Context: an optimization exercise on an open-source flow, tuned for small area, a short achievable clock period and few clock cycles per item. The choices shown serve that exercise and are no tape-out recipe.
Function was checked by simulation only, so behaviour that the tests miss may differ from the original.
Power and IR drop assume default switching activity.

Setup of v2:
Design curve_tangler, start of the top module:
module curve_tangler (
    input  wire        clk,
    input  wire        rst,         
    input  wire        cmd_valid,
    output wire        cmd_ready,
    input  wire [1:0]  cmd_op,
    input  wire [63:0] cmd_arg,
    output wire        rsp_valid,
    input  wire        rsp_ready,
    output wire [63:0] rsp_data
);
==> flow/config.mk <==
export PLATFORM = sky130hd
export DESIGN_NAME = curve_tangler
export DESIGN_NICKNAME = curve_tangler
export VERILOG_FILES = /design/flow/design.v
export SDC_FILE = /design/flow/constraint.sdc
export NUM_CORES = 4
export LEC_CHECK = 0
export ABC_AREA = 1
export CAP_MARGIN = 20
export CORE_MARGIN = 2
export CORE_UTILIZATION = 40
export GPL_ROUTABILITY_DRIVEN = 1
export GPL_TIMING_DRIVEN = 1
export PLACE_DENSITY = 0.6
export SLEW_MARGIN = 20
==> flow/constraint.sdc <==
create_clock -name core_clock -period 10.0 [get_ports {clk}]
set_input_delay 2.0000 -clock core_clock [delete_from_list [all_inputs] [get_ports {clk}]]
set_output_delay 2.0000 -clock core_clock [all_outputs]
set_load 0.01 [all_outputs]
standard.sh (not shown) runs the stock make flow with config.mk's settings and CLKGATE_MAP_FILE= SYNTH_SCRIPT=/design/flow/synth_recipe.tcl, a recipe that flattens the netlist after the stock synthesis.
==> flow/flow/run.sh <==
#!/bin/bash
# The standard layout, with these changes to how it is made:
#  - if flow/abc_area.script exists, ABC maps the logic with it
#  - the setup repair aims at the slack margin in flow/margin.txt
#  - the port buffers are sky130_fd_sc_hd__buf_1
# Registers, constraints and clock period are those of the standard flow.
set -euo pipefail
MARGIN=$(cat flow/margin.txt)
rm -rf scripts_x
cp -r "$FLOW_HOME/scripts" scripts_x
if [[ -f flow/abc_area.script ]]; then
  cp flow/abc_area.script scripts_x/abc_area.script
fi
bash standard.sh "SCRIPTS_DIR=$PWD/scripts_x" "SETUP_SLACK_MARGIN=$MARGIN" \
  "BUFFER_PORTS_ARGS=-buffer_cell sky130_fd_sc_hd__buf_1" finish > flow_make.log 2>&1
==> flow/flow/margin.txt <==
4.9
v2: no failed stages, no open violations at the end
Testbench counts of v2, summed over its fixed seeds: cycles 8,008, items 8,000.
diff inputs: v2 => v52
==> flow/flow/margin.txt <==
4.8
==> run notes <==
In the final reports, the cell area of v52 is smaller than that of v2.
Diff v2 -> v52: wire length after detailed routing lost 4.6%, global-route wire length before repair comparable, signed area change from the synthesized netlist to the final layout went down 1.9 points, count of pins on the block boundary closely matched the old numbers.
Non-clock buffer total of the final layout ends up lower on v52.
v2 → v52: detailed-route vias per instance dropped about 0.7%; clock transition at the registers of the reported paths closely matched the old numbers; final worst-path cycle share up 1.8 points; total via count in the routed design went down 145.
What v24 does differently from v52 at the input level:
--- a/flow/flow/run.sh
+++ b/flow/flow/run.sh
@@ -4,3 +4,3 @@
 #  - the setup repair aims at the slack margin in flow/margin.txt
-#  - the port buffers are sky130_fd_sc_hd__buf_1
+#  - the port buffers are sky130_fd_sc_hd__buf_2
 # Registers, constraints and clock period are those of the standard flow.
@@ -14,2 +14,2 @@
 bash standard.sh "SCRIPTS_DIR=$PWD/scripts_x" "SETUP_SLACK_MARGIN=$MARGIN" \
-  "BUFFER_PORTS_ARGS=-buffer_cell sky130_fd_sc_hd__buf_1" finish > flow_make.log 2>&1
+  "BUFFER_PORTS_ARGS=-buffer_cell sky130_fd_sc_hd__buf_2" finish > flow_make.log 2>&1
==> flow/flow/margin.txt <==
4.5
| register fraction of the total cell area | v24 vs v52 | ≈ equal |. v24 can be clocked slower than v52. Final count of pins violating max slew: v52 vs v24 identical. On post-route standard cell area excluding fillers, v52 and v24 are neck and neck. Relative to v52, first-pass iteration count of the detailed router has increased by 1 in v24.
diff inputs: v24 => v56
==> flow/flow/margin.txt <==
4.8
Notes after the runs:
From v24 to v56 the numbers moved as follows: fmax went up about 4.5%, worst hold-check slack held, via count held, final non-filler cell total held. Diff v24 -> v56: power +0.57%, wire length of the first global-routing pass was more or less identical, worst setup slack increased by 0.22 ns relative to the old numbers, combinational share of power higher, weighted congestion at the end of routability-driven global placement held steady.
### v56 -> v19
# v56
export LEC_CHECK = 0
export ABC_AREA = 1
export CAP_MARGIN = 20
export CORE_MARGIN = 2
export CORE_UTILIZATION = 40
export GPL_ROUTABILITY_DRIVEN = 1
export GPL_TIMING_DRIVEN = 1
export PLACE_DENSITY = 0.6
export SLEW_MARGIN = 20
create_clock -name core_clock -period 10.0 [get_ports {clk}]
# v19
export LEC_CHECK = 0
export ABC_AREA = 1
export CAP_MARGIN = 20
export CORE_MARGIN = 2
export CORE_UTILIZATION = 50
export GPL_ROUTABILITY_DRIVEN = 1
export GPL_TIMING_DRIVEN = 1
export PLACE_DENSITY = 0.7
export SLEW_MARGIN = 20
create_clock -name core_clock -period 10.0 [get_ports {clk}]
--- a/flow/flow/run.sh
+++ b/flow/flow/run.sh
@@ -4,3 +4,3 @@
 #  - the setup repair aims at the slack margin in flow/margin.txt
-#  - the port buffers are sky130_fd_sc_hd__buf_2
+#  - the port buffers are sky130_fd_sc_hd__buf_1
 # Registers, constraints and clock period are those of the standard flow.
@@ -14,2 +14,2 @@
 bash standard.sh "SCRIPTS_DIR=$PWD/scripts_x" "SETUP_SLACK_MARGIN=$MARGIN" \
-  "BUFFER_PORTS_ARGS=-buffer_cell sky130_fd_sc_hd__buf_2" finish > flow_make.log 2>&1
+  "BUFFER_PORTS_ARGS=-buffer_cell sky130_fd_sc_hd__buf_1" finish > flow_make.log 2>&1
==> flow/flow/margin.txt <==
4.95
--- outcome ---
v56 vs v19, launching instance or port of the critical path: r_ent vs r_m[21]
Power after layout: lower on v19
v56: no failed stages, no open violations at the end
Looking at the reports, v19 completed the entire flow and the layout it produced met the timing, design-rule and antenna checks.
Diff v56 -> v19: combinational power share -1.3 points; largest stage delay on the critical path -0.23 ns.
Clock-buffer cell count was higher in the run labelled v56.
Wire length of v19 falls short of that of v56 by a few percent.
Compared with v56, v19 shows a final critical path time including I/O delays and setup that is 0.097 ns lower.
Taking v56 as the reference, in v19 setup slack moved up, number of global-route vias before repair moved down.
The following lists how v46 was set up differently from v19:
# v19
export LEC_CHECK = 0
export ABC_AREA = 1
export CAP_MARGIN = 20
export CORE_MARGIN = 2
export CORE_UTILIZATION = 50
export GPL_ROUTABILITY_DRIVEN = 1
export GPL_TIMING_DRIVEN = 1
export PLACE_DENSITY = 0.7
export SLEW_MARGIN = 20
create_clock -name core_clock -period 10.0 [get_ports {clk}]
# v46
export LEC_CHECK = 0
export ABC_AREA = 1
export CAP_MARGIN = 20
export CORE_MARGIN = 2
export CORE_UTILIZATION = 40
export GPL_ROUTABILITY_DRIVEN = 1
export GPL_TIMING_DRIVEN = 1
export PLACE_DENSITY = 0.6
export SLEW_MARGIN = 20
create_clock -name core_clock -period 10.0 [get_ports {clk}]
--- a/flow/flow/run.sh
+++ b/flow/flow/run.sh
@@ -2,3 +2,4 @@
 # The standard layout, with these changes to how it is made:
-#  - if flow/abc_area.script exists, ABC maps the logic with it
+#  - if flow/abc_area.script exists, ABC maps the logic with it (here: two rounds of
+#    the standard area mapping)
 #  - the setup repair aims at the slack margin in flow/margin.txt
==> flow/flow/abc_area.script (new file) <==
strash
dch
map -B 0.9
topo
strash
dch
map -B 0.9
topo
stime -c
buffer -c
upsize -c
dnsize -c
Findings:
v46 vs. v19: number of multi-input combinational cells has increased; worst slew margin relative to its limit +1.3 points; final design instance area without fill saw an increase; detailed-route wire length now sits higher.
Of the two values seen for type of the worst setup path, reg2out was produced by v19 and in2reg by v46.
Clock power on v46 is ahead of v19.
Initial standard-cell utilization of the core: lower on v46
Of v19 and v46, the run reporting the higher fraction of power consumed by combinational cells was v46.
The final reports for v46 and v19 show wire length the detailed router placed on met1 higher in the former.
Of v19 and v46, the run reporting the lower share of the clock period used by the worst path was v19.
v19 vs v46, worst setup path endpoint: rsp_data[20] vs r_c[0]

[re-timing with driven ports]
The results above use ideal ports. As a check the final layouts listed here were re-extracted and re-timed, cells and wires unchanged. Step 1: set_driving_cell puts a clkbuf_16 on clk and a buf_2 on each other input, an assumption about the parent block. Step 2 times the ports against the registers' clock, not the clock port: input delays grow and output delays shrink by t, the midpoint of the rising clock arrivals with the driver on. a / b / c = ideal / step 1 / step 2; a / b = the first two.
| run | t (ns) | setup slack, ns | latest minus earliest clock arrival (ns) | worst slew at a driven data input, ns | cell pins on the clock port's net |
|---|---|---|---|---|---|
| v2 | 0.370 | 5.153 / 5.111 / 4.757 | 0.011 / 0.011 | 0.20 | 1 |
| v52 | 0.370 | 4.969 / 4.928 / 4.761 | 0.011 / 0.011 | 0.06 | 1 |
| v24 | 0.369 | 4.856 / 4.859 / 4.490 | 0.009 / 0.010 | 0.05 | 1 |
| v56 | 0.371 | 5.077 / 5.037 / 4.711 | 0.009 / 0.009 | 0.05 | 1 |
| v19 | 0.371 | 5.174 / 5.134 / 4.841 | 0.012 / 0.012 | 0.09 | 1 |
| v46 | 0.369 | 5.120 / 5.086 / 4.717 | 0.009 / 0.009 | 0.18 | 1 |
After both steps setup and hold are still met in every run listed. The setup slack of v46, which loses most, moves by -0.034 ns with the drivers and by -0.403 ns with both steps.
